What follows belongs to an exercise in optimizing a design on an open flow for small area, a short achievable clock period and few clock cycles per item; a production flow would make more cautious choices. At most, simulation tests tie the RTL to the original design; equivalence was not proved. Function not checked in run 1: the RTL went through the layout flow alone. No activity file was given, so power comes from the tool's default toggle rates.

`design.v`:
```
module b62_enc (
    input  wire         clk,
    input  wire         rst,
    input  wire [495:0] alpha,         
    input  wire         start,
    input  wire [15:0]  len,
    output wire         idle,
    input  wire         in_valid,
    input  wire [7:0]   in_data,
    output wire         in_ready,
    output wire         out_valid,
    output wire [7:0]   out_sym,
    output wire         out_last,
    input  wire         out_ready
);
    reg        running;      
    reg [15:0] bytes_left;   
    reg        blz;          
    reg        bl1;          
    reg [18:0] acc;          
    reg [4:0]  have;         
    reg        irdy;         
    reg        idle_r;
    reg        ov;           
    reg [7:0]  osym;
    reg        olast;
    wire       term = blz && (have <= 5'd6);
    wire       can  = running && (blz || (have >= 5'd6));
    wire       cmp  = (acc[4:1] == 4'hF) && (!term || acc[5]);
    wire       lst  = term && !cmp;
    wire [5:0] d    = {acc[5] && (acc[4:1] != 4'hF), acc[4:0]};
    reg [7:0] sym;
    integer k;
    always @(*) begin
        sym = 8'd0;
        for (k = 0; k < 62; k = k + 1)
            if (d == k[5:0])
                sym = sym | alpha[k*8 +: 8];
    end
    wire        ld   = irdy && in_valid;
    wire        step = can && (!ov || out_ready);
    wire [18:0] ins  = {11'd0, in_data} << have;
    wire [18:0] pre  = ld ? (acc | ins) : acc;
    wire [18:0] sh   = cmp ? (pre >> 5) : (pre >> 6);
    wire [18:0] acc_n = step ? (lst ? 19'd0 : sh) : pre;
    function [4:0] addc;
        input [4:0] h;
        input integer c;
        integer t;
        begin
            addc = 5'd0;
            for (t = 0; t < 20; t = t + 1)
                if (h == t)
                    addc = t + c;
        end
    endfunction
    wire [4:0]  h_01  = cmp ? addc(have, -5) : addc(have, -6);
    wire [4:0]  h_11  = cmp ? addc(have, 3) : addc(have, 2);
    wire [4:0]  have_n = lst && step ? 5'd0 :
                         {ld, step} == 2'b00 ? have :
                         {ld, step} == 2'b10 ? addc(have, 8) :
                         {ld, step} == 2'b01 ? h_01 : h_11;
    wire        r_00  = (have < 5'd12);
    wire        r_10  = (have < 5'd4);
    wire        r_01  = cmp ? (have < 5'd17) : (have < 5'd18);
    wire        r_11  = cmp ? (have < 5'd9) : (have < 5'd10);
    wire        blz_n = blz || (ld && bl1);
    wire        irdy_n = !blz_n && ({ld, step} == 2'b00 ? r_00 :
                                    {ld, step} == 2'b10 ? r_10 :
                                    {ld, step} == 2'b01 ? r_01 : r_11);
    wire [15:0] bl_dec = bytes_left - 16'd1;
    assign idle      = idle_r;
    assign in_ready  = irdy;
    assign out_valid = ov;
    assign out_sym   = osym;
    assign out_last  = olast;
    always @(posedge clk) begin
        if (rst) begin
            running    <= 1'b0;
            bytes_left <= 16'd0;
            blz        <= 1'b1;
            bl1        <= 1'b0;
            acc        <= 19'd0;
            have       <= 5'd0;
            irdy       <= 1'b0;
            idle_r     <= 1'b1;
            ov         <= 1'b0;
            osym       <= 8'd0;
            olast      <= 1'b0;
        end else if (idle_r) begin
            if (start) begin
                running    <= (len != 16'd0);
                bytes_left <= len;
                blz        <= (len == 16'd0);
                bl1        <= (len == 16'd1);
                acc        <= 19'd0;
                have       <= 5'd0;
                irdy       <= (len != 16'd0);
                idle_r     <= (len == 16'd0);
            end
        end else begin
            if (step) begin
                osym  <= sym;
                olast <= lst;
                ov    <= 1'b1;
                if (lst)
                    running <= 1'b0;
            end else if (out_ready) begin
                ov    <= 1'b0;
                if (!running)
                    idle_r <= 1'b1;
            end
            acc  <= acc_n;
            have <= have_n;
            if (ld) begin
                bytes_left <= bl_dec;
                bl1        <= (bytes_left == 16'd2);
            end
            blz  <= blz_n;
            irdy <= irdy_n;
        end
    end
endmodule
module b62_dec (
    input  wire         clk,
    input  wire         rst,
    input  wire [495:0] alpha,         
    input  wire         start,
    input  wire [15:0]  len,
    output wire         idle,
    input  wire         in_valid,
    input  wire [7:0]   in_sym,
    output wire         in_ready,
    output wire         out_valid,
    output wire [7:0]   out_data,
    input  wire         out_ready,
    output wire         done,
    output wire         err,
    output wire [15:0]  err_idx,
    output wire [15:0]  olen
);
    reg        idle_r;
    reg        done_r;
    reg        irdy;         
    reg [15:0] rem;          
    reg        rnz;          
    reg        r1;           
    reg        sv;
    reg [7:0]  sym;
    reg        slast;
    reg        fin;          
    reg        tailp;        
    reg [15:0] i;            
    reg [6:0]  acc;          
    reg [2:0]  off;
    reg        err_r;
    reg [15:0] olen_r;       
    reg        v0, v1;
    reg [7:0]  ob0, ob1;
    reg [5:0] x;
    reg       hit;
    reg       cmpc;          
    integer k;
    always @(*) begin
        x    = 6'd0;
        hit  = 1'b0;
        cmpc = 1'b0;
        for (k = 0; k < 62; k = k + 1) begin
            if (alpha[k*8 +: 8] == sym) begin
                x   = x | k[5:0];
                hit = 1'b1;
                if (k == 30 || k == 31)
                    cmpc = 1'b1;
            end
        end
    end
    function [2:0] bitlen;
        input [5:0] val;
        begin
            if (val[5])      bitlen = 3'd6;
            else if (val[4]) bitlen = 3'd5;
            else if (val[3]) bitlen = 3'd4;
            else if (val[2]) bitlen = 3'd3;
            else if (val[1]) bitlen = 3'd2;
            else if (val[0]) bitlen = 3'd1;
            else             bitlen = 3'd0;
        end
    endfunction
    wire [12:0] sum  = {6'd0, acc} | ({7'd0, x} << off);
    wire [7:0]  b0   = sum[7:0];
    wire        good = hit && !err_r;
    wire [2:0]  o5   = off + 3'd5;
    wire [2:0]  o6   = off + 3'd6;
    wire        f_nl = cmpc ? (off >= 3'd3) : (off >= 3'd2);
    wire [6:0]  bl;
    assign bl[6] = x[5];
    assign bl[5] = !x[5] && x[4];
    assign bl[4] = !x[5] && !x[4] && x[3];
    assign bl[3] = !x[5] && !x[4] && !x[3] && x[2];
    assign bl[2] = !x[5] && !x[4] && !x[3] && !x[2] && x[1];
    assign bl[1] = !x[5] && !x[4] && !x[3] && !x[2] && !x[1] && x[0];
    assign bl[0] = (x == 6'd0);
    reg  [2:0]  o_l;
    reg         f_l, t_l;
    integer b;
    always @(*) begin
        o_l = 3'd0;
        f_l = 1'b0;
        t_l = 1'b0;
        for (b = 0; b < 7; b = b + 1) begin
            if (bl[b]) begin
                o_l = o_l | (off + b[2:0]);
                f_l = f_l | ({1'b0, off} + b[3:0] >= 4'd8);
                t_l = t_l | ((off + b[2:0]) != 3'd0);
            end
        end
    end
    wire [2:0]  off_n = slast ? o_l : (cmpc ? o5 : o6);
    wire        full  = slast ? f_l : f_nl;      
    wire        take  = sv && !v1;
    wire        fpush = tailp && !v1;
    wire        push  = (take && good && (full || (slast && t_l))) || fpush;
    wire [7:0]  ob_in  = tailp ? {1'b0, acc} : b0;
    wire        pop   = v0 && out_ready;
    wire        v0_n  = pop ? (v1 || push) : (v0 || push);
    wire        v1_n  = !pop && (v1 || (v0 && push));
    wire        acc_in  = in_valid && irdy;
    wire        rnz_n   = rnz && !(acc_in && r1);
    wire        sv_n    = acc_in || (sv && !take);
    wire        irdy_n  = rnz_n && (!sv_n || !v1_n);
    assign idle      = idle_r;
    assign in_ready  = irdy;
    assign out_valid = v0;
    assign out_data  = ob0;
    assign done      = done_r;
    assign err       = err_r;
    assign err_idx   = i;
    assign olen      = olen_r;
    always @(posedge clk) begin
        if (rst) begin
            idle_r <= 1'b1;
            done_r <= 1'b0;
            irdy   <= 1'b0;
            rem    <= 16'd0;
            rnz    <= 1'b0;
            r1     <= 1'b0;
            sv     <= 1'b0;
            sym    <= 8'd0;
            slast  <= 1'b0;
            fin    <= 1'b0;
            tailp  <= 1'b0;
            i      <= 16'd0;
            acc    <= 7'd0;
            off    <= 3'd0;
            err_r  <= 1'b0;
            olen_r <= 16'd0;
            v0     <= 1'b0;
            v1     <= 1'b0;
            ob0    <= 8'd0;
            ob1    <= 8'd0;
        end else if (idle_r) begin
            if (start) begin
                idle_r <= 1'b0;
                rem    <= len;
                rnz    <= (len != 16'd0);
                r1     <= (len == 16'd1);
                irdy   <= (len != 16'd0);
                sv     <= 1'b0;
                slast  <= 1'b0;
                fin    <= (len == 16'd0);
                tailp  <= 1'b0;
                done_r <= (len == 16'd0);
                i      <= 16'hFFFF;
                acc    <= 7'd0;
                off    <= 3'd0;
                err_r  <= 1'b0;
                olen_r <= 16'd0;
                v0     <= 1'b0;
                v1     <= 1'b0;
            end
        end else if (done_r) begin
            done_r <= 1'b0;
            idle_r <= 1'b1;
        end else begin
            if (acc_in) begin
                sym   <= in_sym;
                slast <= r1;
                rem   <= rem - 16'd1;
                r1    <= (rem == 16'd2);
            end
            rnz  <= rnz_n;
            sv   <= sv_n;
            irdy <= irdy_n;
            if (take) begin
                if (!err_r) begin
                    i <= i + 16'd1;
                    if (!hit) begin
                        err_r <= 1'b1;
                    end else begin
                        acc <= full ? {2'b00, sum[12:8]} : sum[6:0];
                        off <= off_n;
                    end
                end
                if (slast) begin
                    fin   <= 1'b1;
                    tailp <= good && f_l && t_l;
                end
            end
            if (fpush)
                tailp <= 1'b0;
            if (pop)
                olen_r <= olen_r + 16'd1;
            if (fin && !tailp && !v1 && (!v0 || out_ready))
                done_r <= 1'b1;
            v0  <= v0_n;
            v1  <= v1_n;
            ob0 <= pop ? (v1 ? ob1 : ob_in) : (v0 ? ob0 : ob_in);
            if (!v1)
                ob1 <= ob_in;
        end
    end
endmodule
module b62_codec (
    input  wire        clk,
    input  wire        rst,
    input  wire        tt_we,
    input  wire [5:0]  tt_addr,
    input  wire [7:0]  tt_data,
    input  wire        enc_start,
    input  wire [15:0] enc_len,
    output wire        enc_idle,
    input  wire        enc_in_valid,
    input  wire [7:0]  enc_in_data,
    output wire        enc_in_ready,
    output wire        enc_out_valid,
    output wire [7:0]  enc_out_sym,
    output wire        enc_out_last,
    input  wire        enc_out_ready,
    input  wire        dec_start,
    input  wire [15:0] dec_len,
    output wire        dec_idle,
    input  wire        dec_in_valid,
    input  wire [7:0]  dec_in_sym,
    output wire        dec_in_ready,
    output wire        dec_out_valid,
    output wire [7:0]  dec_out_data,
    input  wire        dec_out_ready,
    output wire        dec_done,
    output wire        dec_err,
    output wire [15:0] dec_err_idx,
    output wire [15:0] dec_olen
);
    reg [495:0] alpha;
    genvar g;
    generate
        for (g = 0; g < 62; g = g + 1) begin : g_alpha
            always @(posedge clk) begin
                if (tt_we && tt_addr == g)
                    alpha[g*8 +: 8] <= tt_data;
            end
        end
    endgenerate
    b62_enc u_enc (
        .clk       (clk),
        .rst       (rst),
        .alpha     (alpha),
        .start     (enc_start),
        .len       (enc_len),
        .idle      (enc_idle),
        .in_valid  (enc_in_valid),
        .in_data   (enc_in_data),
        .in_ready  (enc_in_ready),
        .out_valid (enc_out_valid),
        .out_sym   (enc_out_sym),
        .out_last  (enc_out_last),
        .out_ready (enc_out_ready)
    );
    b62_dec u_dec (
        .clk       (clk),
        .rst       (rst),
        .alpha     (alpha),
        .start     (dec_start),
        .len       (dec_len),
        .idle      (dec_idle),
        .in_valid  (dec_in_valid),
        .in_sym    (dec_in_sym),
        .in_ready  (dec_in_ready),
        .out_valid (dec_out_valid),
        .out_data  (dec_out_data),
        .out_ready (dec_out_ready),
        .done      (dec_done),
        .err       (dec_err),
        .err_idx   (dec_err_idx),
        .olen      (dec_olen)
    );
endmodule
```
`run.sh`:
```
#!/bin/bash
# synth_recipe.tcl (not shown) runs the flow's synth.tcl, then flattens the netlist and writes it again
# the make line also repeats each setting of config.mk as NAME=value (left out here)
make -C /OpenROAD-flow-scripts/flow DESIGN_CONFIG=/design/flow/config.mk WORK_HOME=/design/flow/orfs CLKGATE_MAP_FILE= SYNTH_SCRIPT=/design/flow/synth_recipe.tcl finish
```
`config.mk`:
```
export PLATFORM = sky130hd
export DESIGN_NAME = b62_codec
export DESIGN_NICKNAME = b62_codec
export VERILOG_FILES = /design/flow/design.v
export SDC_FILE = /design/flow/constraint.sdc
export NUM_CORES = 4
export LEC_CHECK = 0
export CAP_MARGIN = 20
export CORE_MARGIN = 2
export CORE_UTILIZATION = 40
export SETUP_SLACK_MARGIN = 5
export SLEW_MARGIN = 20
```
`constraint.sdc`:
```
create_clock -name core_clock -period 9.0 [get_ports {clk}]
set_input_delay 1.8000 -clock core_clock [delete_from_list [all_inputs] [get_ports {clk}]]
set_output_delay 1.8000 -clock core_clock [all_outputs]
set_load 0.01 [all_outputs]
```
==> results.json, run 1 <==
{
  "clk_pin_slew_worst_paths_ns": 0.06,
  "cp.required_ns": 9.48,
  "max-slew-margin-rel_pct": 26.0,
  "pwr_density_cell_nw_per_um2": 179,
  "grt_start_max_net_pins": 88,
  "grt_first_pass_wirelength_mm": 193,
  "worst_pin_slew_ns": 1.11,
  "die_w_um": 292,
  "start_util_pct": 40.4,
  "leakage_nw": 12.2,
  "ys.flop_type": "edfxtp_1",
  "die_y_um": 292,
  "cts_buffer_depth": 3,
  "clkLatencyLatePin_ns": 0.64,
  "ir_drop_mv": 0.132,
  "numPortBuffers": 127,
  "rsz0062_at_grt": "yes",
  "arrival_ns": 4.56,
  "synth_fp_nets": 3027,
  "viasPerCell": 6.51,
  "dp_hpwl_mm": 95.4,
  "drt_iter0_drc": 4111,
  "final_cell_area_sq_um": 38500,
  "synthArstFlopShare_pct": 0,
  "drc": 0,
  "fp.coreArea_sq_um": 82100,
  "cts_inserted_buffers": 73,
  "ant_nets": 0,
  "placed_area_sq_um": 35300,
  "finClkSkew_ns": 0.0315,
  "routabilityCongestion": 1.04,
  "drt-wirelength-per-cell_um": 32.5,
  "grt_pass1_vias": 25903,
  "cap_violations": 0,
  "period_needed_ns": 4.08,
  "drt_first_pass_iters": 9,
  "grt_overflow": 0,
  "die-area_sq_um": 85200,
  "setup_ws_ns": 4.92,
  "dp_slack_ns": 3.42,
  "hold_violations": 0,
  "io_pins": 128,
  "htree_num_levels": 3,
  "cts_tree": "built",
  "maxSlewViolCount": 0,
  "num_rows": 105,
  "drive_gt1_share_pct": 9.83,
  "worstSetupEndpointType": "flip-flop",
  "synth-edff-count": 496,
  "syn_area_sq_um": 33200,
  "min_path_type": "reg2reg",
  "synth_seq_area_share_pct": 53.9,
  "tns_ns": 0,
  "antenna_found_initial": 16,
  "routed_wl_mm": 138,
  "via_count": 27589,
  "startpoint_type": "flip-flop",
  "synth.distinct_cells": 92,
  "cts_root_buf": "clkbuf_16",
  "syn_area_per_cell_sq_um": 11.3,
  "clock.fmax_mhz": 245,
  "min_period_over_period_pct": 45.4,
  "cts_sinks": 645,
  "critPathMaxFanout": 16,
  "yosysWarningCount": 3,
  "fillers": 7357,
  "report.final.setup_viol": 0,
  "ctsHoldBuffers": 0,
  "syn_inst": 2937,
  "critPathKind": "reg2reg",
  "final_nets": 3195,
  "syn2layout_area_growth_pct": 16.3,
  "outcome": "timing/DRC/antenna clean",
  "grt.total_usage_pct": 31.3,
  "ys_ff_latch": 645
}
==> final timing paths <==
path                                    from                    endpoint  slack (ns)  cells past startpoint
setup / recovery   u_dec.sym[0]$_SDFFE_PP0P_   u_dec.acc[0]$_SDFFE_PP0P_        4.92                     12
hold / removal    u_dec.rem[11]$_SDFFE_PP0P_  u_dec.rem[11]$_SDFFE_PP0P_        0.46                      2
setup reg to reg   u_dec.sym[0]$_SDFFE_PP0P_   u_dec.acc[0]$_SDFFE_PP0P_        4.92                     12
hold reg to reg   u_dec.rem[11]$_SDFFE_PP0P_  u_dec.rem[11]$_SDFFE_PP0P_        0.46                      2
==> layout by cell type (no fill, tap or decap), types with 63 or more instances in the layout <==
master,count
o21ai_0,63
xor2_1,139
nor2_1,301
clkdlybuf4s50_1,117
buf_4,84
dfxtp_1,140
edfxtp_1,496
nand2_1,171
a22oi_1,133
a21oi_1,136
clkbuf_16,78
a221oi_1,63
nand4_1,148
xnor2_1,390
==> layer usage <==
layer,track usage [%],vias to the layer above,wire length [um]
met3,9.02,423,18400
li1,-,11481,-
met5,0,-,102
met4,14.4,16,7560
met2,46.6,2078,58400
met1,42.2,13591,53200
==> report_power, final <==
group	internal, mW	leakage (nW)	switching [mW]	total [mW]
logic	0.179	5.36	0.333	0.512
registers	3.25	5.68	0.0523	3.30
clock network	1.80	1.19	1.28	3.08
total	5.23	12.2	1.66	6.89
==> metrics by stage <==
stage               util (%)  total power, mW  hold WS (ns)  cells
CTS                     46.6             6.89         0.465   4226
global route            46.9             7.07         0.494   4233
detailed placement      43.0             3.84         0.454   4065
floorplan                  -             3.63         0.428   2937
global placement        43.0             3.83         0.439   4065
finish                  46.9             6.89         0.464   4240
==> Yosys cell counts, drive strengths merged (24+ instances only) <==
library cell	n	area share (%)
a22oi	134	3.0
inv	37	0.42
o21ai	66	1.0
buf	60	2.1
edfxtp	496	45
nor4	55	1.1
nand2	172	2.0
dfxtp	149	9.0
a211oi	24	0.54
xor2	139	3.7
a221oi	67	1.8
nor3	55	0.85
xnor2	390	10
nor2	309	3.5
clkbuf	79	0.89
a21oi	138	2.1
a22o	53	1.4
nand3	64	0.97
nand4	148	2.8
==> state kept, by name (all words and copies together), names as in the netlist, 3 cells and up <==
signal / flops
u_dec.rem: 16
u_enc.acc: 19
u_dec.i: 16
u_enc.bytes_left: 16
u_enc.osym: 8
u_dec.ob0: 8
u_dec.sym: 8
u_dec.off: 3
u_dec.ob1: 8
u_dec.acc: 7
u_enc.have: 5
alpha: 496
u_dec.olen_r: 16
==> layout make-up <==
class	count	area, sq um	share of cell area (%)
repair buffers	231	2250	5.83
inverters	39	150	0.389
multi-input cells	2115	14400	37.5
flip-flops and latches	645	17900	46.5
clock inverters	37	427	1.11
well taps	1070	1340	3.47
clock buffers	96	2020	5.24
diodes	7	17.5	0.0454
==> worst max-delay path: stages (launching register included) <==
cell and delay, ns:
dfxtp_4 0.42, buf_4 0.33, xnor2_1 0.17, nand4_1 0.15, nor2_1 0.20, or3_1 0.45, or4_4 0.60, or3_4 0.43
o31a_1 0.31, a2bb2oi_2 0.18, a41o_1 0.25, a211oi_1 0.26, o32ai_1 0.14
==> cells by family (layout without fill, tap and decap cells) <==
group / count (synthesis) / after routing / share of synthesized area (%)
compound gates: 634 / 634 / 13.6
flops: 645 / 645 / 53.9
mux: 26 / 26 / 0.902
fa+ha+maj: 19 / 19 / 0.717
xor+xnor: 529 / 529 / 14.0
other cells: 0 / 7 / 0
simple gates: 906 / 907 / 13.4
buf+inv: 178 / 403 / 3.44
==> what timing repair did <==
item | 4_1_cts | 5_1_grt
gates resized for setup | 46 | 34
endpoints found under the setup margin | 51 | 69
pin swaps | 9 | 17
cloned | 0 | 2
setup buffers | 28 | 4
==> inputs of run 2 (changes only) <==
--- a/design.v
+++ b/design.v
@@ -26,2 +26,5 @@
     reg        olast;
+    reg        ov1;          
+    reg [7:0]  osym1;
+    reg        olast1;
     wire       term = blz && (have <= 5'd6);
@@ -40,3 +43,4 @@
     wire        ld   = irdy && in_valid;
-    wire        step = can && (!ov || out_ready);
+    wire        step = can && !ov1;
+    wire        pop  = ov && out_ready;
     wire [18:0] ins  = {11'd0, in_data} << have;
@@ -89,2 +93,5 @@
             olast      <= 1'b0;
+            ov1        <= 1'b0;
+            osym1      <= 8'd0;
+            olast1     <= 1'b0;
         end else if (idle_r) begin
@@ -101,13 +108,21 @@
         end else begin
-            if (step) begin
+            if (pop ? ov1 : ov) begin
+                if (pop) begin
+                    osym  <= osym1;
+                    olast <= olast1;
+                end
+            end else begin
                 osym  <= sym;
                 olast <= lst;
-                ov    <= 1'b1;
-                if (lst)
-                    running <= 1'b0;
-            end else if (out_ready) begin
-                ov    <= 1'b0;
-                if (!running)
-                    idle_r <= 1'b1;
             end
+            if (!ov1) begin
+                osym1  <= sym;
+                olast1 <= lst;
+            end
+            ov  <= pop ? (ov1 || step) : (ov || step);
+            ov1 <= !pop && (ov1 || (ov && step));
+            if (step && lst)
+                running <= 1'b0;
+            if (pop && !ov1 && !running)
+                idle_r <= 1'b1;
             acc  <= acc_n;
==> flow/run.sh (new file) <==
#!/bin/bash
set -euo pipefail
bash standard.sh SETUP_SLACK_MARGIN=6 finish > make.log 2>&1
==> standard.sh (new file) <==
#!/bin/bash
# synth_recipe.tcl (not shown) runs the flow's synth.tcl, then flattens the netlist and writes it again
# the make line also repeats each setting of config.mk as NAME=value (left out here)
make -C /OpenROAD-flow-scripts/flow DESIGN_CONFIG=/design/flow/config.mk WORK_HOME=/design/flow/orfs CLKGATE_MAP_FILE= SYNTH_SCRIPT=/design/flow/synth_recipe.tcl "${@:-finish}"
removed: run.sh
==> results.json, run 2 <==
{
  "outcome": "timing/DRC/antenna clean",
  "cp.buffers_inverters": 4,
  "min_path_type": "reg2reg",
  "ys.flop_type": "edfxtp_1",
  "cp_top_family": "simple AND/OR/NAND/NOR gates",
  "synthMuxAreaShare_pct": 0.807,
  "cp.required_ns": 9.56,
  "cts_tree": "built",
  "reg_top3": "alpha: 496 flops, u_enc.acc: 19 flops",
  "grt_start_max_net_pins": 85,
  "syn_area_per_cell_sq_um": 11.1,
  "drive_gt1_share_pct": 31.6,
  "clk_pin_slew_worst_paths_ns": 0.06,
  "clock.fmax_mhz": 274,
  "die_w_um": 294,
  "finalPower_mw": 7.14,
  "synth.distinct_cells": 94,
  "yosys.cell_count.top_type": "edfxtp_1",
  "report.final.setup_viol": 0,
  "maxSlewViolCount": 0,
  "rsz0062_at_grt": "yes",
  "die-area_sq_um": 86500,
  "finClkSkew_ns": 0.0433,
  "ant_nets": 0,
  "synth_top_family_by_area": "simple AND/OR/NAND/NOR gates",
  "slowest_stage": "dfxtp_4",
  "cts_sinks": 655,
  "finalHoldWorstSlack_ns": 0.452,
  "top_register": "alpha",
  "fp.coreArea_sq_um": 83400,
  "ys_ff_latch": 655,
  "synth-edff-count": 496,
  "antenna_found_initial": 1,
  "tns_ns": 0,
  "largest_reg_flops": 496,
  "pwr_density_cell_nw_per_um2": 159,
  "grt.total_usage_pct": 32.6,
  "worstSetupEndpointType": "flip-flop",
  "synthXorXnorAreaFrac_pct": 13.7,
  "ctsHoldBuffers": 0,
  "io_pins": 128,
  "numPortBuffers": 127,
  "n_antenna_cell": 0,
  "period_needed_ns": 3.65,
  "syn_area_sq_um": 33700,
  "worst_pin_slew_ns": 1.07,
  "die_y_um": 294,
  "max-slew-margin-rel_pct": 28.6,
  "grt_first_pass_wirelength_mm": 203,
  "final_nets": 3557,
  "drt_first_pass_iters": 12,
  "syn2layout_area_growth_pct": 33.4,
  "synth_simple_gate_area_share_pct": 14.1,
  "critPathKind": "reg2reg",
  "cts_root_buf": "clkbuf_16",
  "drt_iter0_drc": 4321,
  "drc": 0,
  "cts_buffer_depth": 3,
  "yosysTopAreaCell": "edfxtp_1",
  "synth.area.top_cells": "edfxtp_1, xnor2_1, dfxtp_1",
  "dp_slack_ns": 4.23,
  "dp_hpwl_mm": 90.8,
  "crit_chain": "buf_6 > buf_12 > buf_12 > xnor2_2 > nand4_1 > nor2_2 > nor4_2 > nand4_1 > or3_4 > a41o_1 > a211oi_4 > buf_6 > a21oi_4 > mux2_4 > o2bb2ai_2",
  "cts_inserted_buffers": 73,
  "max_stage_delay_ns": 0.43,
  "drt-wirelength-per-cell_um": 31.9,
  "critPathMaxFanout": 7,
  "postLayoutCoreUtil_pct": 53.8,
  "routed_wl_mm": 147,
  "mostFrequentLayoutCells": "edfxtp_1, xnor2_1, buf_4, nor2_1, nand4_1",
  "viasPerCell": 6.50,
  "htree_num_levels": 3,
  "ir_drop_mv": 0.128,
  "yosysTopAreaCellShare_pct": 44.2,
  "synth-compound-area-share_pct": 13.8,
  "synth_seq_area_share_pct": 53.7,
  "syn_inst": 3030,
  "hold_violations": 0,
  "min_period_over_period_pct": 40.6,
  "synth_fp_nets": 3120,
  "arrival_ns": 4.21,
  "synth_fa_ha_area_share_pct": 0.706,
  "cap_violations": 0,
  "via_count": 29885,
  "routabilityCongestion": 1.03,
  "num_rows": 106,
  "setup_ws_ns": 5.35,
  "grt_overflow": 0,
  "synth_common_cells": "edfxtp_1, xnor2_1, nor2_1",
  "grt_pass1_vias": 27434,
  "startpoint_type": "flip-flop",
  "synthArstFlopShare_pct": 0,
  "final_common_cell": "edfxtp_1",
  "start_util_pct": 40.4,
  "clkLatencyLatePin_ns": 0.66,
  "leakage_nw": 14.9,
  "yosysWarningCount": 3
}
[run 2: changes by cell type after synthesis, moves of 20 or more]
cell / delta
nor2_1: +53
xor2_1: -22
xnor2_1: +21
a211oi_1: +20
a22oi_1: +25
nand2_1: -20
[run 2: metal layers]
metal | up-vias | share of wire [%] | track usage, %
li1 | 12339 | - | -
met1 | 14560 | 37 | 42.8
met2 | 2375 | 41 | 46.9
met3 | 609 | 15 | 11.6
met4 | 2 | 7.0 | 17.8
met5 | - | 0.0082 | 0
[run 2: worst paths after layout]
path                                                start                        end  slack (ns)  cells after the start
worst max-delay path            u_dec.sym[6]$_SDFFE_PP0P_  u_dec.acc[4]$_SDFFE_PP0P_        5.35                     15
worst min-delay path            u_dec.ob0[0]$_SDFFE_PP0P_  u_dec.ob0[0]$_SDFFE_PP0P_        0.45                      2
worst max register to register  u_dec.sym[6]$_SDFFE_PP0P_  u_dec.acc[4]$_SDFFE_PP0P_        5.35                     15
worst min register to register  u_dec.ob0[0]$_SDFFE_PP0P_  u_dec.ob0[0]$_SDFFE_PP0P_        0.45                      2
[run 2: where the power goes]
part / internal [mW] / total [mW] / switching (mW)
combinational: 0.255 / 0.659 / 0.404
sequential: 3.29 / 3.35 / 0.0526
clock: 1.84 / 3.13 / 1.29
total: 5.39 / 7.14 / 1.75
[run 2: logic make-up after synthesis]
| family | count (synthesis) |
|---|---|
| XOR/XNOR | 528 |
| adder cells (fa/ha/maj) | 19 |
| AND/OR/NAND/NOR | 958 |
| AO/OA/AOI/OAI | 668 |
| multiplexers | 26 |
| buffers and inverters | 176 |
| flip-flops | 655 |
[run 2: what timing repair did]
action | in CTS | in global routing
buffers inserted | 224 | 91
gates resized for setup | 810 | 250
cloned | 18 | 3
setup endpoints to repair | 679 | 582
pin swaps | 109 | 130
[run 2: per-stage QoR]
step	instances	cell area (sq um)
finish	4599	44900
global route	4599	44900
CTS	4505	43000
detailed placement	4136	35900
global placement	4136	35900
floorplan	3030	34000
[run 2: cell type report]
cell class / instances / area [sq um]
inverter: 30 / 118
sequential: 655 / 18200
timing repair buffer: 504 / 5130
multi-input combinational: 2203 / 17600
fill: 7037 / 38500
tap: 1080 / 1350
clock buffer: 81 / 1940
clock inverter: 46 / 518
[run 2: worst min-delay path: stages, from the launching register on]
cell and delay (ns):
dfxtp_1 0.31, nand2_1 0.05, a21oi_1 0.05
Testbench counts of run 2, summed over its fixed seeds: cycles 13,877, items 9,181.
==> inputs of run 3 (changes only) <==
==> run.sh (new file) <==
#!/bin/bash
# synth_recipe.tcl (not shown) runs the flow's synth.tcl, then flattens the netlist and writes it again
# the make line also repeats each setting of config.mk as NAME=value (left out here)
make -C /OpenROAD-flow-scripts/flow DESIGN_CONFIG=/design/flow/config.mk WORK_HOME=/design/flow/orfs CLKGATE_MAP_FILE= SYNTH_SCRIPT=/design/flow/synth_recipe.tcl finish
removed: flow/run.sh
removed: standard.sh
==> results.json, run 3 <==
{
  "grt.total_usage_pct": 29.8,
  "drive_gt1_share_pct": 8.96,
  "die-area_sq_um": 86500,
  "synth_fa_ha_area_share_pct": 0.706,
  "synth.area.top_cells": "edfxtp_1, xnor2_1, dfxtp_1",
  "p_comb_share_pct": 7.5,
  "syn_area_sq_um": 33700,
  "ys.flop_type": "edfxtp_1",
  "final_common_cell": "edfxtp_1",
  "fp.coreArea_sq_um": 83400,
  "leakage_nw": 12.3,
  "synth_common_cells": "edfxtp_1, xnor2_1, nor2_1",
  "min_path_type": "reg2reg",
  "drt-wirelength-per-cell_um": 30.7,
  "grt_first_pass_wirelength_mm": 186,
  "cts_inserted_buffers": 73,
  "routed_wl_mm": 133,
  "io_pins": 128,
  "reg_top3": "alpha: 496 flops, u_enc.acc: 19 flops",
  "p_clk_share_pct": 43.9,
  "clkLatencyLatePin_ns": 0.64,
  "clock.fmax_mhz": 244,
  "switching_share_pct": 24.5,
  "ir_drop_mv": 0.137,
  "report.final.setup_viol": 0,
  "yosys.cell_count.top_type": "edfxtp_1",
  "cts_buffer_depth": 3,
  "synth_fp_nets": 3120,
  "finalHoldWorstSlack_ns": 0.455,
  "cp.required_ns": 9.55,
  "ys_ff_latch": 655,
  "synthXorXnorAreaFrac_pct": 13.7,
  "htree_num_levels": 3,
  "die_y_um": 294,
  "hold_depth": 1,
  "dp_slack_ns": 4.30,
  "finClkSkew_ns": 0.0281,
  "via_count": 27727,
  "ant_nets": 0,
  "placed_area_sq_um": 35700,
  "final_cell_area_sq_um": 38900,
  "clk_pin_slew_worst_paths_ns": 0.06,
  "start_util_pct": 40.4,
  "yosysWarningCount": 3,
  "synth_simple_gate_area_share_pct": 14.1,
  "arrival_ns": 4.65,
  "cap_violations": 0,
  "synth-compound-area-share_pct": 13.8,
  "die_w_um": 294,
  "num_rows": 106,
  "grt_pass1_vias": 25346,
  "setup_ws_ns": 4.90,
  "rsz0062_at_grt": "no",
  "routabilityCongestion": 1.05,
  "pwr-share-seq_pct": 48.6,
  "drt_first_pass_iters": 6,
  "fillers": 7661,
  "mostFrequentLayoutCells": "edfxtp_1, xnor2_1, nor2_1, a22oi_1, nand4_1",
  "postLayoutCoreUtil_pct": 46.7,
  "yosysTopAreaCellShare_pct": 44.2,
  "yosysTopAreaCell": "edfxtp_1",
  "critPathKind": "reg2reg",
  "final_nets": 3267,
  "drc": 0,
  "largest_reg_flops": 496,
  "maxSlewViolCount": 0,
  "drt_iter0_drc": 4447,
  "numPortBuffers": 127,
  "syn2layout_area_growth_pct": 15.6,
  "synth_top_family_by_area": "simple AND/OR/NAND/NOR gates",
  "period_needed_ns": 4.10,
  "syn_area_per_cell_sq_um": 11.1,
  "cts_sinks": 655,
  "critPathMaxFanout": 18,
  "tns_ns": 0,
  "syn_inst": 3030,
  "power_switching_mw": 1.69,
  "worst-r2r-cell-count": 10,
  "p_int_mw": 5.21,
  "cts_tree": "built",
  "dp_hpwl_mm": 89.7,
  "cts_root_buf": "clkbuf_16",
  "multi_input_area_sq_um": 14700,
  "worst_pin_slew_ns": 1.20,
  "synth-edff-count": 496,
  "top_register": "alpha",
  "synthArstFlopShare_pct": 0,
  "viasPerCell": 6.42,
  "worstSetupEndpointType": "flip-flop",
  "hold_violations": 0,
  "outcome": "timing/DRC/antenna clean",
  "min_period_over_period_pct": 45.5,
  "ff_latch_area_sq_um": 18100,
  "startpoint_type": "flip-flop",
  "synth_seq_area_share_pct": 53.7,
  "grt_overflow": 0,
  "grt_start_max_net_pins": 82,
  "synth.distinct_cells": 94,
  "pwr_density_cell_nw_per_um2": 177,
  "synthMuxAreaShare_pct": 0.807,
  "antenna_found_initial": 1,
  "max-slew-margin-rel_pct": 19.5
}
[run 3: cell counts after synthesis]
No cell type changed its count.
[run 3: kinds of logic after synthesis]
logic type | count (synthesis)
buffers and inverters | 176
adders and majority gates | 19
and+or+nand+nor | 958
DFF | 655
muxes | 26
xor gates and xnor gates | 528
AOI/OAI and AO/OA | 668
[run 3: metal layers]
| metal | up-vias | track usage, % | routed length, um |
|---|---|---|---|
| met1 | 13508 | 41.4 | 52200 |
| met2 | 2094 | 43.9 | 56100 |
| met3 | 376 | 7.33 | 17200 |
| met5 | - | 0 | 12 |
| li1 | 11747 | - | - |
| met4 | 2 | 13.1 | 6970 |
[run 3: critical path, stage by stage, from the launching register on]
cell	delay, ns
dfxtp_1	0.72
or4bb_1	0.68
nor2_1	0.94
a22oi_1	0.20
nand4_1	0.25
a221o_1	0.28
nor4_2	0.10
and4_1	0.32
a211oi_1	0.34
a21oi_1	0.07
nor2_1	0.08
[run 3: area by class of cell]
cell class                      instances  area share (%)
Sequential cell                       655            46.5
Inverter                               30           0.289
Timing Repair Buffer                  218            5.84
Clock inverter                         47            1.11
Tap cell                             1080            3.47
Antenna cell                            1         0.00643
Clock buffer                           86            5.06
Multi-Input combinational cell       2199            37.7
[run 3: power groups by stage]
stage	Combinational [mW]	Sequential, mW	Clock, mW
floorplan	0.293	3.40	0
global placement	0.479	3.43	0
detailed placement	0.481	3.43	0
CTS	0.503	3.35	3.06
global route	0.553	3.36	3.17
finish	0.515	3.36	3.03
[run 3: through the flow]
step | std cells | power [mW]
final | 4316 | 6.90
after global routing | 4315 | 7.08
after CTS | 4308 | 6.92
after detailed placement | 4145 | 3.91
after global placement | 4145 | 3.91
after floorplan | 3030 | 3.69
[run 3: repair_timing]
action / in CTS / in global routing
hold endpoints to repair: 0 / 0
gates cloned: 0 / 1
hold buffers: 0 / 0
setup buffers: 30 / 6
pin swaps: 0 / 1
gates resized for setup: 45 / 15
setup endpoints to repair: 40 / 37
[run 3: worst paths after layout]
| check | from | endpoint | slack, ns |
|---|---|---|---|
| worst max-delay path | u_enc.acc[2]$_SDFFE_PP0P_ | u_enc.osym[2]$_SDFFE_PP0P_ | 4.90 |
| worst min-delay path | u_dec.acc[4]$_SDFFE_PP0P_ | u_dec.acc[4]$_SDFFE_PP0P_ | 0.46 |
| worst max register to register | u_enc.acc[2]$_SDFFE_PP0P_ | u_enc.osym[2]$_SDFFE_PP0P_ | 4.90 |
| worst min register to register | u_dec.acc[4]$_SDFFE_PP0P_ | u_dec.acc[4]$_SDFFE_PP0P_ | 0.46 |
==> inputs of run 4 (changes only) <==
--- a/config.mk
+++ b/config.mk
@@ -10,2 +10,4 @@
 export CORE_UTILIZATION = 40
+export CTS_BUF_LIST = sky130_fd_sc_hd__clkbuf_8
+export CTS_CLUSTER_SIZE = 25
 export SETUP_SLACK_MARGIN = 5
==> results.json, run 4 <==
{
  "synth.area.top_cells": "edfxtp_1, xnor2_1, dfxtp_1",
  "dp.cells": 4145,
  "dp_hpwl_mm": 89.7,
  "cts_sinks": 655,
  "routabilityCongestion": 1.05,
  "cp.buffers_inverters": 1,
  "tns_ns": 0,
  "yosysTopAreaCell": "edfxtp_1",
  "num_rows": 106,
  "clk_pin_slew_worst_paths_ns": 0.07,
  "synth_seq_area_share_pct": 53.7,
  "htree_num_levels": 3,
  "cp_top_family": "simple AND/OR/NAND/NOR gates",
  "cts_tree": "built",
  "yosys.cell_count.top_type": "edfxtp_1",
  "finalPower_mw": 6.71,
  "yosysTopAreaCellShare_pct": 44.2,
  "grt_pass1_vias": 25673,
  "arrival_ns": 4.68,
  "cap_violations": 0,
  "startpoint": "u_enc.acc[5]$_SDFFE_PP0P_",
  "min_period_over_period_pct": 45.8,
  "cts_inserted_buffers": 108,
  "final_common_cell": "edfxtp_1",
  "maxSlewViolCount": 0,
  "cts_root_buf": "clkbuf_8",
  "antenna_found_initial": 1,
  "finClkSkew_ns": 0.0495,
  "clock.fmax_mhz": 243,
  "routed_wl_mm": 132,
  "grt.total_usage_pct": 29.8,
  "worst_pin_slew_ns": 1.20,
  "switching_share_pct": 25.1,
  "max-slew-margin-rel_pct": 19.6,
  "placed_area_sq_um": 35700,
  "ys.flop_type": "edfxtp_1",
  "drt_iter0_drc": 4194,
  "top_register": "alpha",
  "final_nets": 3292,
  "p_comb_share_pct": 7.6,
  "grt_overflow": 0,
  "drt_first_pass_iters": 6,
  "min_from": "u_dec.ob0[3]$_SDFFE_PP0P_",
  "syn_area_per_cell_sq_um": 11.1,
  "synth_common_cells": "edfxtp_1, xnor2_1, nor2_1",
  "via_count": 27747,
  "fin_cells": 4373,
  "pwr-share-seq_pct": 50.0,
  "pwr_density_cell_nw_per_um2": 173,
  "ctsHoldBuffers": 0,
  "largest_reg_flops": 496,
  "syn_area_sq_um": 33700,
  "mostFrequentLayoutCells": "edfxtp_1, xnor2_1, nor2_1, a22oi_1, nand4_1",
  "synth_fp_nets": 3120,
  "clkLatencyLatePin_ns": 0.75,
  "drive_gt1_share_pct": 9.87,
  "syn_inst": 3030,
  "synth-edff-count": 496,
  "critPathMaxFanout": 16,
  "ir_drop_mv": 0.0968,
  "drc": 0,
  "crit_chain": "or2_2 > nor2_1 > buf_4 > a22oi_1 > nand4_1 > a2111oi_1 > nand4_1 > nor3_1 > a211oi_1 > a21oi_1 > nor2_1",
  "fp.coreArea_sq_um": 83400,
  "r2r-start": "u_enc.acc[5]$_SDFFE_PP0P_",
  "reg_top3": "alpha: 496 flops, u_enc.acc: 19 flops",
  "yosysWarningCount": 3,
  "cts_buffer_depth": 3,
  "drt-wirelength-per-cell_um": 30.2,
  "io_pins": 128,
  "die_y_um": 294,
  "report.final.setup_viol": 0,
  "numPortBuffers": 127,
  "max_stage_delay_ns": 0.64,
  "die_w_um": 294,
  "fillers": 7728,
  "p_int_mw": 5.03,
  "period_needed_ns": 4.12,
  "critPathKind": "reg2reg",
  "ys_ff_latch": 655,
  "leakage_nw": 12.3,
  "p_clk_share_pct": 42.4,
  "min_path_type": "reg2reg",
  "slowest_stage": "a2111oi_1",
  "synth.distinct_cells": 94,
  "final_cell_area_sq_um": 38700,
  "rsz0062_at_grt": "yes",
  "outcome": "timing/DRC/antenna clean",
  "syn2layout_area_growth_pct": 15.0,
  "hold_violations": 0,
  "synthArstFlopShare_pct": 0,
  "power_switching_mw": 1.68,
  "start_util_pct": 40.4,
  "cp.required_ns": 9.56,
  "startpoint_type": "flip-flop",
  "die-area_sq_um": 86500,
  "viasPerCell": 6.35,
  "grt_first_pass_wirelength_mm": 186,
  "ant_nets": 0,
  "grt_start_max_net_pins": 82,
  "worstSetupEndpointType": "flip-flop"
}
==> run 4: cell counts after synthesis <==
Identical to the previous run, type by type.
==> run 4: through the flow <==
step           utilization, %  hold WS (ns)  setup WS, ns
2_1_floorplan               -         0.424          5.61
4_1_cts                  46.3         0.461          4.97
3_5_place_dp             42.8         0.449          4.30
6_report                 46.4         0.458          4.88
5_1_grt                  46.4         0.479          4.90
3_3_place_gp             42.8         0.439          4.30
==> run 4: path summary, 6_finish.rpt <==
kind,endpoint,slack [ns],depth (start not counted)
worst max register to register,u_enc.osym[6]$_SDFFE_PP0P_,4.88,11
worst min-delay path,u_dec.ob0[3]$_SDFFE_PP0P_,0.46,2
worst max-delay path,u_enc.osym[6]$_SDFFE_PP0P_,4.88,11
worst min register to register,u_dec.ob0[3]$_SDFFE_PP0P_,0.46,2
==> run 4: layout make-up <==
| cell class | instances | area (sq um) | share of cell area (%) |
|---|---|---|---|
| antenna | 1 | 2.50 | 0.00646 |
| tap | 1080 | 1350 | 3.49 |
| clock inverter | 81 | 682 | 1.76 |
| multi-input combinational | 2199 | 14700 | 37.9 |
| timing repair buffer | 208 | 2150 | 5.56 |
| inverter | 30 | 113 | 0.291 |
| sequential | 655 | 18100 | 46.8 |
| clock buffer | 119 | 1640 | 4.23 |
==> run 4: per-layer routing <==
metal  part of all wire (%)  GRT usage, %
met1                     39          40.8
met2                     42          43.3
met3                     13          8.43
met4                    5.3          14.3
met5                      0             0
==> run 4: repair_timing <==
action | in CTS | in global routing
setup endpoints to repair | 39 | 41
buffers inserted | 23 | 4
gates resized for setup | 45 | 12
pin swaps | 0 | 0
hold endpoints to repair | 0 | 0
==> run 4: worst reg2reg max path: cells and delay by family (launching register included) <==
kind            cells  cell delay, ns
simple gates        6            1.78
buf+inv             1            0.20
compound gates      4            1.35
flops               1            0.63
==> run 4: power groups by stage <==
stage / Clock (mW) / Sequential (mW) / Combinational (mW)
after detailed placement: 0 / 3.43 / 0.481
after CTS: 2.87 / 3.36 / 0.501
after global routing: 3.01 / 3.36 / 0.549
after floorplan: 0 / 3.40 / 0.293
final: 2.84 / 3.36 / 0.510
after global placement: 0 / 3.43 / 0.479
==> run 4: cell families (layout without fill, tap and decap cells) <==
family / count (synthesis) / count (layout) / synth area share, %
and+or+nand+nor: 958 / 958 / 14.1
DFF: 655 / 655 / 53.7
muxes: 26 / 26 / 0.807
adders and majority gates: 19 / 19 / 0.706
AOI/OAI and AO/OA: 668 / 668 / 13.8
other: 0 / 1 / 0
buffers and inverters: 176 / 438 / 3.13
xor gates and xnor gates: 528 / 528 / 13.7
==> inputs of run 5 (changes only) <==
--- a/design.v
+++ b/design.v
@@ -21,2 +21,3 @@
     reg [4:0]  have;         
+    reg        d5;           
     reg        irdy;         
@@ -33,3 +34,3 @@
     wire       lst  = term && !cmp;
-    wire [5:0] d    = {acc[5] && (acc[4:1] != 4'hF), acc[4:0]};
+    wire [5:0] d    = {d5, acc[4:0]};
     reg [7:0] sym;
@@ -88,2 +89,3 @@
             have       <= 5'd0;
+            d5         <= 1'b0;
             irdy       <= 1'b0;
@@ -104,2 +106,3 @@
                 have       <= 5'd0;
+                d5         <= 1'b0;
                 irdy       <= (len != 16'd0);
@@ -129,2 +132,3 @@
             have <= have_n;
+            d5   <= acc_n[5] && (acc_n[4:1] != 4'hF);
             if (ld) begin
@@ -162,4 +166,9 @@
     reg        r1;           
-    reg        sv;
+    reg        sv1;
     reg [7:0]  sym;
+    reg        slast1;
+    reg        sv;
+    reg [5:0]  xr;
+    reg        hitr;
+    reg        cmpcr;
     reg        slast;
@@ -174,16 +183,16 @@
     reg [7:0]  ob0, ob1;
-    reg [5:0] x;
-    reg       hit;
-    reg       cmpc;          
+    reg [5:0] xl;
+    reg       hitl;
+    reg       cmpcl;         
     integer k;
     always @(*) begin
-        x    = 6'd0;
-        hit  = 1'b0;
-        cmpc = 1'b0;
+        xl    = 6'd0;
+        hitl  = 1'b0;
+        cmpcl = 1'b0;
         for (k = 0; k < 62; k = k + 1) begin
             if (alpha[k*8 +: 8] == sym) begin
-                x   = x | k[5:0];
-                hit = 1'b1;
+                xl   = xl | k[5:0];
+                hitl = 1'b1;
                 if (k == 30 || k == 31)
-                    cmpc = 1'b1;
+                    cmpcl = 1'b1;
             end
@@ -191,2 +200,5 @@
     end
+    wire [5:0] x    = xr;
+    wire       hit  = hitr;
+    wire       cmpc = cmpcr;
     function [2:0] bitlen;
@@ -243,4 +255,6 @@
     wire        rnz_n   = rnz && !(acc_in && r1);
-    wire        sv_n    = acc_in || (sv && !take);
-    wire        irdy_n  = rnz_n && (!sv_n || !v1_n);
+    wire        adv2    = sv1 && (!sv || take);
+    wire        sv_n    = adv2 || (sv && !take);
+    wire        sv1_n   = acc_in || (sv1 && !adv2);
+    wire        irdy_n  = rnz_n && (!sv1_n || !sv_n || !v1_n);
     assign idle      = idle_r;
@@ -261,4 +275,9 @@
             r1     <= 1'b0;
-            sv     <= 1'b0;
+            sv1    <= 1'b0;
             sym    <= 8'd0;
+            slast1 <= 1'b0;
+            sv     <= 1'b0;
+            xr     <= 6'd0;
+            hitr   <= 1'b0;
+            cmpcr  <= 1'b0;
             slast  <= 1'b0;
@@ -282,2 +301,4 @@
                 irdy   <= (len != 16'd0);
+                sv1    <= 1'b0;
+                slast1 <= 1'b0;
                 sv     <= 1'b0;
@@ -300,4 +321,4 @@
             if (acc_in) begin
-                sym   <= in_sym;
-                slast <= r1;
+                sym    <= in_sym;
+                slast1 <= r1;
                 rem   <= rem - 16'd1;
@@ -306,3 +327,10 @@
             rnz  <= rnz_n;
+            sv1  <= sv1_n;
             sv   <= sv_n;
+            if (adv2) begin
+                xr    <= xl;
+                hitr  <= hitl;
+                cmpcr <= cmpcl;
+                slast <= slast1;
+            end
             irdy <= irdy_n;
--- a/config.mk
+++ b/config.mk
@@ -10,4 +10,2 @@
 export CORE_UTILIZATION = 40
-export CTS_BUF_LIST = sky130_fd_sc_hd__clkbuf_8
-export CTS_CLUSTER_SIZE = 25
 export SETUP_SLACK_MARGIN = 5
==> results.json, run 5 <==
{
  "largest_reg_flops": 496,
  "drc": 0,
  "cp.required_ns": 9.51,
  "io_pins": 128,
  "yosysTopAreaCell": "edfxtp_1",
  "drt-wirelength-per-cell_um": 31.6,
  "rsz0062_at_grt": "no",
  "grt.total_usage_pct": 31.8,
  "htree_num_levels": 3,
  "via_count": 30029,
  "cts_tree": "built",
  "ys_ff_latch": 666,
  "critPathKind": "reg2reg",
  "routed_wl_mm": 148,
  "cts_sinks": 666,
  "min_period_over_period_pct": 44.6,
  "yosysTopAreaCellShare_pct": 42.2,
  "syn_inst": 3452,
  "period_needed_ns": 4.01,
  "final_nets": 3546,
  "routabilityCongestion": 1.06,
  "drive_gt1_share_pct": 6.81,
  "syn_area_per_cell_sq_um": 10.2,
  "syn_area_sq_um": 35300,
  "min_path_type": "reg2reg",
  "start_util_pct": 40.5,
  "yosys.cell_count.top_type": "nand3_1",
  "yosysWarningCount": 3,
  "finalHoldWorstSlack_ns": 0.442,
  "routed.top_layer": "met5",
  "fp.coreArea_sq_um": 87000,
  "cts_inserted_buffers": 74,
  "viasPerCell": 6.43,
  "wl_met3_mm": 19.4,
  "synth_fp_nets": 3543,
  "max-slew-margin-rel_pct": 14.8,
  "numPortBuffers": 127,
  "synthArstFlopShare_pct": 0,
  "grt_first_pass_wirelength_mm": 207,
  "die_w_um": 301,
  "leakage_nw": 12.8,
  "cap_violations": 0,
  "antenna_found_initial": 7,
  "pwr_density_cell_nw_per_um2": 179,
  "tns_ns": 0,
  "die-area_sq_um": 90500,
  "critPathMaxFanout": 32,
  "cts_root_buf": "clkbuf_16",
  "die_y_um": 301,
  "synth_common_cells": "nand3_1, edfxtp_1, xnor2_1",
  "wl_met2_mm": 61.5,
  "outcome": "timing/DRC/antenna clean",
  "clk_pin_slew_worst_paths_ns": 0.06,
  "maxSlewViolCount": 0,
  "startpoint_type": "flip-flop",
  "syn2layout_area_growth_pct": 13.2,
  "worstSetupEndpointType": "flip-flop",
  "grt_start_max_net_pins": 129,
  "cts_buffer_depth": 3,
  "worst_pin_slew_ns": 1.27,
  "clock.fmax_mhz": 249,
  "ant_nets": 0,
  "synth.area.top_cells": "edfxtp_1, dfxtp_1, xnor2_1",
  "ys.flop_type": "edfxtp_1",
  "ir_drop_mv": 0.151,
  "grt_overflow": 0,
  "drt_first_pass_iters": 6,
  "dp_hpwl_mm": 101,
  "mostFrequentLayoutCells": "nand3_1, edfxtp_1, xnor2_1, nor2_1, nand4_1",
  "num_rows": 108,
  "report.final.setup_viol": 0,
  "wl_met1_mm": 56.0,
  "final_common_cell": "nand3_1",
  "top_register": "alpha",
  "synth.distinct_cells": 86,
  "drt_iter0_drc": 4863,
  "reg_top3": "alpha: 496 flops, u_enc.acc: 19 flops",
  "synth-edff-count": 496,
  "synth_seq_area_share_pct": 51.9,
  "finClkSkew_ns": 0.0374,
  "clkLatencyLatePin_ns": 0.65,
  "arrival_ns": 4.52,
  "grt_pass1_vias": 27230,
  "ctsHoldBuffers": 0,
  "hold_violations": 0
}
[run 5: critical path, cell delays in order, from the launching register on]
cell	delay [ns]
dfxtp_1	0.97
nor4bb_4	0.10
buf_4	0.29
nand3_1	0.27
nand4_1	0.39
nor4_1	0.90
nand4_1	0.56
o221ai_1	0.33
nand2_1	0.07
[run 5: repair_timing]
action | in CTS | in global routing
cloned | 0 | 0
setup buffers | 0 | 0
resized for setup | 1 | 2
endpoints found under the setup margin | 1 | 2
[run 5: layout make-up]
type,count,area [sq um]
Antenna cell,1,2.50
Clock inverter,41,440
Inverter,26,97.6
Sequential cell,666,18300
Clock buffer,91,2020
Tap cell,1155,1450
Timing Repair Buffer,192,1750
Multi-Input combinational cell,2495,15800
Fill cell,8142,47100
[run 5: through the flow]
step / area, sq um / setup slack [ns] / std cells / utilization (%) / power [mW]
after floorplan: 35300 / 5.48 / 3452 / - / 3.77
after global placement: 37400 / 4.72 / 4534 / 43.0 / 4.04
after detailed placement: 37400 / 4.71 / 4534 / 43.0 / 4.04
after CTS: 39900 / 5.02 / 4666 / 45.8 / 7.13
after global routing: 39900 / 5.01 / 4666 / 45.8 / 7.29
final: 39900 / 4.99 / 4667 / 45.8 / 7.13
[run 5: worst paths after layout]
kind | start | endpoint | slack, ns | cells after the start
max | u_enc.acc[4]$_SDFFE_PP0P_ | u_enc.osym[4]$_SDFFE_PP0P_ | 4.99 | 8
min | u_enc.osym[2]$_SDFFE_PP0P_ | u_enc.osym[2]$_SDFFE_PP0P_ | 0.44 | 2
min reg2reg | u_enc.osym[2]$_SDFFE_PP0P_ | u_enc.osym[2]$_SDFFE_PP0P_ | 0.44 | 2
max reg2reg | u_enc.acc[4]$_SDFFE_PP0P_ | u_enc.osym[4]$_SDFFE_PP0P_ | 4.99 | 8
[run 5: routing by layer]
layer / GRT usage (%) / up-vias
li1: - / 12810
met1: 42.5 / 14564
met2: 45.9 / 2208
met3: 8.77 / 439
met4: 18.6 / 8
met5: 0 / -
[run 5: power breakdown]
part           internal [mW]  switching [mW]
clock                   1.83            1.31
combinational          0.185           0.393
sequential              3.35          0.0604
[run 5: kinds of logic (layout without fill, tap and decap cells)]
kind of cell / count (synthesis) / after routing / share of synthesized area [%]
and+or+nand+nor: 1476 / 1476 / 21.3
DFF: 666 / 666 / 51.9
xor gates and xnor gates: 527 / 527 / 13.1
AOI/OAI and AO/OA: 434 / 434 / 7.88
muxes: 38 / 38 / 1.34
other: 0 / 1 / 0
buffers and inverters: 291 / 350 / 3.74
adders and majority gates: 20 / 20 / 0.710
Testbench counts of run 5, summed over its fixed seeds: cycles 14,069, items 9,181.
==> inputs of run 6 (changes only) <==
==> flow/run.sh (new file) <==
#!/bin/bash
set -euo pipefail
bash standard.sh SETUP_SLACK_MARGIN=5.7 finish > make.log 2>&1
==> standard.sh (new file) <==
#!/bin/bash
# synth_recipe.tcl (not shown) runs the flow's synth.tcl, then flattens the netlist and writes it again
# the make line also repeats each setting of config.mk as NAME=value (left out here)
make -C /OpenROAD-flow-scripts/flow DESIGN_CONFIG=/design/flow/config.mk WORK_HOME=/design/flow/orfs CLKGATE_MAP_FILE= SYNTH_SCRIPT=/design/flow/synth_recipe.tcl "${@:-finish}"
removed: run.sh
==> results.json, run 6 <==
{
  "routed_wl_mm": 148,
  "outcome": "timing/DRC/antenna clean",
  "worstSetupEndpointType": "flip-flop",
  "drt_first_pass_iters": 6,
  "hold_depth": 2,
  "p_int_mw": 5.63,
  "drive_gt1_share_pct": 10.9,
  "timing.critical_path.to": "alpha[22]$_DFFE_PP_",
  "period_needed_ns": 3.51,
  "min_path_type": "reg2reg",
  "ant_nets": 0,
  "synth_common_cells": "nand3_1, edfxtp_1, xnor2_1",
  "worst_pin_slew_ns": 1.18,
  "largest_reg_flops": 496,
  "r2r_setup_slack_ns": 5.57,
  "start_util_pct": 40.5,
  "cts_sinks": 666,
  "cts_inserted_buffers": 77,
  "pwr_density_cell_nw_per_um2": 182,
  "grt_start_max_net_pins": 129,
  "synth.area.top_cells": "edfxtp_1, dfxtp_1, xnor2_1",
  "r2r-end": "u_dec.xr[0]$_SDFFE_PP0P_",
  "pwr-share-seq_pct": 45.8,
  "ys.flop_type": "edfxtp_1",
  "clock.fmax_mhz": 285,
  "htree_num_levels": 3,
  "num_rows": 108,
  "ys_ff_latch": 666,
  "synth.distinct_cells": 86,
  "cts_buffer_depth": 3,
  "tns_ns": 0,
  "finalPower_mw": 7.45,
  "cts_root_buf": "clkbuf_16",
  "multi_input_area_sq_um": 16500,
  "power_switching_mw": 1.81,
  "finClkSkew_ns": 0.0371,
  "arrival_ns": 3.81,
  "dp.cells": 4532,
  "synth_seq_area_share_pct": 51.9,
  "max-slew-margin-rel_pct": 21.1,
  "rsz0062_at_grt": "yes",
  "p_comb_share_pct": 8.1,
  "syn2layout_area_growth_pct": 16.2,
  "startpoint_type": "input port",
  "final_nets": 3560,
  "die_y_um": 301,
  "cp.required_ns": 9.31,
  "top_register": "alpha",
  "ctsHoldBuffers": 0,
  "clkLatencyLatePin_ns": 0.66,
  "grt.total_usage_pct": 31.8,
  "report.final.setup_viol": 0,
  "synth-edff-count": 496,
  "critPathKind": "in2reg",
  "reg_top3": "alpha: 496 flops, u_enc.acc: 19 flops",
  "via_count": 30300,
  "die-area_sq_um": 90500,
  "io_pins": 128,
  "grt_overflow": 0,
  "viasPerCell": 6.46,
  "ir_drop_mv": 0.240,
  "synthArstFlopShare_pct": 0,
  "startpoint": "tt_addr[1]",
  "syn_area_per_cell_sq_um": 10.2,
  "switching_share_pct": 24.4,
  "r2r-start": "u_dec.sym[1]$_SDFFE_PP0P_",
  "syn_inst": 3452,
  "mostFrequentLayoutCells": "nand3_1, edfxtp_1, xnor2_1, nand4_1, nor2_1",
  "hold_violations": 0,
  "syn_area_sq_um": 35300,
  "synth_fp_nets": 3543,
  "numPortBuffers": 127,
  "p_clk_share_pct": 46.2,
  "cts_tree": "built",
  "cap_violations": 0,
  "yosysWarningCount": 3,
  "yosysTopAreaCellShare_pct": 42.2,
  "grt_pass1_vias": 27764,
  "ff_latch_area_sq_um": 18400,
  "worst-r2r-cell-count": 8,
  "drc": 0,
  "routabilityCongestion": 1.12,
  "yosysTopAreaCell": "edfxtp_1",
  "min_from": "u_enc.osym[7]$_SDFFE_PP0P_",
  "critPathMaxFanout": 8,
  "final_common_cell": "nand3_1",
  "maxSlewViolCount": 0,
  "fp.coreArea_sq_um": 87000,
  "clk_pin_slew_worst_paths_ns": 0.06,
  "min_period_over_period_pct": 38.9,
  "drt-wirelength-per-cell_um": 31.6,
  "leakage_nw": 13.3,
  "die_w_um": 301,
  "antenna_found_initial": 6,
  "fin_cells": 4687,
  "fillers": 8115,
  "grt_first_pass_wirelength_mm": 207,
  "dp_hpwl_mm": 101,
  "yosys.cell_count.top_type": "nand3_1",
  "drt_iter0_drc": 4986
}
==> run 6: cells by family (layout without fill, tap and decap cells) <==
logic type                 Yosys count  after routing  synth area share [%]
AOI/OAI and AO/OA                  434            434                  7.88
adders and majority gates           20             20                 0.710
other                                0              3                     0
muxes                               38             38                  1.34
xor gates and xnor gates           527            527                  13.1
DFF                                666            666                  51.9
and+or+nand+nor                   1476           1477                  21.3
buffers and inverters              291            367                  3.74
==> run 6: worst min-delay path by stage <==
stage / slack [ns] / endpoint
finish: 0.44 / u_enc.osym[7]$_SDFFE_PP0P_
global route: 0.47 / u_dec.slast$_SDFFE_PP0P_
global placement: 0.43 / u_enc.osym[7]$_SDFFE_PP0P_
CTS: 0.44 / u_enc.osym[7]$_SDFFE_PP0P_
floorplan: 0.43 / u_enc.acc[18]$_SDFFE_PP0P_
detailed placement: 0.44 / u_enc.osym[7]$_SDFFE_PP0P_
==> run 6: critical path, cell delays in order <==
cell	delay, ns
clkdlybuf4s50_1	0.64
nor2b_1	0.34
nand2_1	0.56
nor2_4	0.45
==> run 6: cell type report <==
| type | count | area share [%] |
|---|---|---|
| clock inverter | 47 | 1.56 |
| inverter | 26 | 0.238 |
| multi-input combinational | 2496 | 40.2 |
| tap | 1155 | 3.53 |
| antenna | 3 | 0.0183 |
| sequential | 666 | 44.8 |
| timing repair buffer | 202 | 4.53 |
| clock buffer | 92 | 5.12 |
==> run 6: power by group through the flow <==
stage | Sequential [mW] | Combinational (mW) | Clock, mW
5_1_grt | 3.41 | 0.636 | 3.57
3_5_place_dp | 3.47 | 0.558 | 0
4_1_cts | 3.41 | 0.573 | 3.45
6_report | 3.41 | 0.602 | 3.44
2_1_floorplan | 3.46 | 0.313 | 0
3_3_place_gp | 3.47 | 0.556 | 0
==> run 6: timing repair <==
| action | 4_1_cts | 5_1_grt |
|---|---|---|
| resized for setup | 190 | 90 |
| pin swaps | 1 | 7 |
| buffers inserted | 6 | 4 |
| setup endpoints to repair | 591 | 482 |
| cloned | 2 | 1 |
==> run 6: stage by stage <==
stage	cell area (sq um)	utilization, %	hold slack, ns	setup WS [ns]
after floorplan	35300	-	0.432	5.54
after global placement	37400	43.0	0.434	4.64
after detailed placement	37400	43.0	0.436	4.58
after CTS	40600	46.6	0.442	5.46
after global routing	41000	47.1	0.472	5.46
final	41000	47.1	0.440	5.49
==> run 6: layer usage <==
layer | wire [um] | share of wire [%] | global-route usage (%) | up-vias
met3 | 19400 | 13 | 8.85 | 494
met1 | 55500 | 37 | 41.6 | 14662
met4 | 11100 | 7.5 | 20.0 | 6
li1 | - | - | - | 12855
met2 | 62200 | 42 | 46.6 | 2283
met5 | 32 | 0.022 | 0 | -
==> inputs of run 7 (changes only) <==
==> flow/run.sh (replaced) <==
#!/bin/bash
set -euo pipefail
bash standard.sh SETUP_SLACK_MARGIN=6.2 \
    "BUFFER_PORTS_ARGS=-buffer_cell sky130_fd_sc_hd__buf_2" finish > make.log 2>&1
==> results.json, run 7 <==
{
  "synthMuxAreaShare_pct": 1.34,
  "maxSlewViolCount": 0,
  "mostFrequentLayoutCells": "nand3_1, edfxtp_1, xnor2_1, nand4_1, nor2_1",
  "drt_iter0_drc": 5267,
  "finClkSkew_ns": 0.0167,
  "ys.flop_type": "edfxtp_1",
  "cts_sinks": 666,
  "cts_root_buf": "clkbuf_16",
  "cts_tree": "built",
  "antenna_found_initial": 13,
  "routabilityCongestion": 1.10,
  "synth-compound-area-share_pct": 7.88,
  "drive_gt1_share_pct": 19.1,
  "synthArstFlopShare_pct": 0,
  "final_common_cell": "nand3_1",
  "final_nets": 3648,
  "cts_inserted_buffers": 75,
  "die-area_sq_um": 90500,
  "fin_cells": 4773,
  "top_register": "alpha",
  "cts_buffer_depth": 3,
  "crit_chain": "buf_8 > mux2_4 > mux4_2 > a2bb2o_4 > a211oi_2 > nor2_1 > and4_4 > a211oi_2",
  "synth_common_cells": "nand3_1, edfxtp_1, xnor2_1",
  "hold_violations": 0,
  "start_util_pct": 40.5,
  "rsz0062_at_grt": "yes",
  "arrival_ns": 3.62,
  "die_y_um": 301,
  "synth_top_family_by_area": "simple AND/OR/NAND/NOR gates",
  "syn_inst": 3452,
  "numPortBuffers": 127,
  "cap_violations": 0,
  "max_stage_delay_ns": 0.55,
  "critPathMostFrequentCell": "a211oi_2",
  "drt_first_pass_iters": 7,
  "dp_hpwl_mm": 100,
  "synth_simple_gate_area_share_pct": 21.3,
  "io_pins": 128,
  "largest_reg_flops": 496,
  "synth.distinct_cells": 86,
  "max-slew-margin-rel_pct": 23.8,
  "grt.total_usage_pct": 33.1,
  "syn_area_per_cell_sq_um": 10.2,
  "tns_ns": 0,
  "startpoint_type": "input port",
  "grt_first_pass_wirelength_mm": 216,
  "htree_num_levels": 3,
  "reg_top3": "alpha: 496 flops, u_enc.acc: 19 flops",
  "routed_wl_mm": 155,
  "ctsHoldBuffers": 0,
  "cp.required_ns": 9.55,
  "fp.coreArea_sq_um": 87000,
  "grt_overflow": 0,
  "synth.area.top_cells": "edfxtp_1, dfxtp_1, xnor2_1",
  "dp.cells": 4523,
  "min_path_type": "reg2reg",
  "outcome": "timing/DRC/antenna clean",
  "grt_start_max_net_pins": 129,
  "report.final.setup_viol": 0,
  "ir_drop_mv": 0.149,
  "viasPerCell": 6.59,
  "syn_area_sq_um": 35300,
  "slowest_stage": "mux4_2",
  "synthXorXnorAreaFrac_pct": 13.1,
  "worstSetupEndpointType": "flip-flop",
  "syn2layout_area_growth_pct": 19.6,
  "drt-wirelength-per-cell_um": 32.5,
  "clkLatencyLatePin_ns": 0.64,
  "worst_pin_slew_ns": 1.14,
  "via_count": 31434,
  "pwr_density_cell_nw_per_um2": 169,
  "synth_seq_area_share_pct": 51.9,
  "critPathKind": "in2reg",
  "drc": 0,
  "synth_fa_ha_area_share_pct": 0.710,
  "period_needed_ns": 3.08,
  "ant_nets": 0,
  "min_period_over_period_pct": 34.2,
  "leakage_nw": 13.8,
  "synth-edff-count": 496,
  "critPathMaxFanout": 4,
  "clock.fmax_mhz": 325,
  "grt_pass1_vias": 29030,
  "synth_fp_nets": 3543,
  "yosysTopAreaCellShare_pct": 42.2,
  "die_w_um": 301,
  "yosysWarningCount": 3,
  "yosysTopAreaCell": "edfxtp_1",
  "num_rows": 108,
  "clk_pin_slew_worst_paths_ns": 0.05,
  "ys_ff_latch": 666,
  "yosys.cell_count.top_type": "nand3_1"
}
-- run 7: logic make-up (layout without fill, tap and decap cells) --
logic type | count (synthesis) | in the layout
adder cells (fa/ha/maj) | 20 | 20
buffers and inverters | 291 | 454
multiplexers | 38 | 38
AND/OR/NAND/NOR | 1476 | 1477
flip-flops | 666 | 666
XOR/XNOR | 527 | 527
AO/OA/AOI/OAI | 434 | 434
other | 0 | 2
-- run 7: power by group --
part / switching [mW] / total, mW / leakage (nW) / internal [mW]
registers: 0.0542 / 3.40 / 5.89 / 3.35
logic: 0.445 / 0.672 / 6.74 / 0.227
clock network: 1.30 / 3.07 / 1.17 / 1.77
total: 1.80 / 7.14 / 13.8 / 5.34
-- run 7: metal layers --
layer | GRT usage (%) | share of wire, %
met1 | 42.1 | 36
met2 | 47.9 | 42
met3 | 11.8 | 14
met4 | 20.8 | 8.0
met5 | 0 | 0.094
-- run 7: what timing repair did --
item | in CTS | in global routing
gates cloned | 4 | 2
buffers inserted | 68 | 38
pin swaps | 17 | 34
setup endpoints to repair | 287 | 294
gates resized for setup | 242 | 65
-- run 7: path summary, 6_finish.rpt --
| kind | start | to | slack, ns | cells after the start |
|---|---|---|---|---|
| hold reg to reg | u_enc.osym[7]$_SDFFE_PP0P_ | u_enc.osym[7]$_SDFFE_PP0P_ | 0.45 | 2 |
| setup reg to reg | u_enc.acc[1]$_SDFFE_PP0P_ | u_enc.osym[6]$_SDFFE_PP0P_ | 6.13 | 9 |
| setup / recovery | enc_in_data[4] | u_enc.d5$_SDFFE_PP0P_ | 5.92 | 8 |
| hold / removal | u_enc.osym[7]$_SDFFE_PP0P_ | u_enc.osym[7]$_SDFFE_PP0P_ | 0.45 | 2 |
-- run 7: metrics by stage --
stage	util [%]	hold WS (ns)	power, mW	worst slack, ns	cell area [sq um]
after floorplan	-	0.432	3.79	5.54	36000
after global placement	43.0	0.430	4.02	5.19	37400
after detailed placement	43.0	0.437	4.03	5.18	37400
after CTS	47.7	0.451	7.11	5.95	41500
after global routing	48.4	0.459	7.31	5.88	42200
final	48.5	0.448	7.14	5.92	42200
-- run 7: final cells by class --
cell class,count,area [sq um]
fillers,7972,44900
flip-flops and latches,666,18500
multi-input cells,2496,16900
repair buffers,292,2820
clock buffers,106,2140
well taps,1155,1450
clock inverters,30,256
inverters,26,97.6
diodes,2,5.00
-- run 7: worst max-delay path: cells and delay by family --
kind,cells,cell delay (ns)
compound gates,3,0.61
buf+inv,1,0.10
simple gates,2,0.29
mux,2,0.83

what the ideal ports hide:
The results above use ideal ports. As a check the final layouts listed here were re-extracted and re-timed, cells and wires unchanged. Step 1, drivers: a clkbuf_16 drives clk and a buf_2 each remaining input, both assumed. Step 2 also shifts input and output timing later by t, the mid clock arrival at the registers, as if the neighbouring blocks saw the same clock. Slacks: ideal / step 1 / step 2; pairs: ideal / step 1.
run | t, ns | setup WS [ns]
run 1 | 0.695 | 4.916 / 4.916 / 4.331
run 2 | 0.705 | 5.350 / 5.350 / 5.196
run 3 | 0.697 | 4.902 / 4.902 / 4.372
run 4 | 0.789 | 4.882 / 4.882 / 4.432
run 5 | 0.695 | 4.988 / 4.988 / 4.563
run 6 | 0.705 | 5.495 / 5.492 / 4.787
run 7 | 0.698 | 5.924 / 5.928 / 5.253
After both steps every run listed still meets setup and hold.
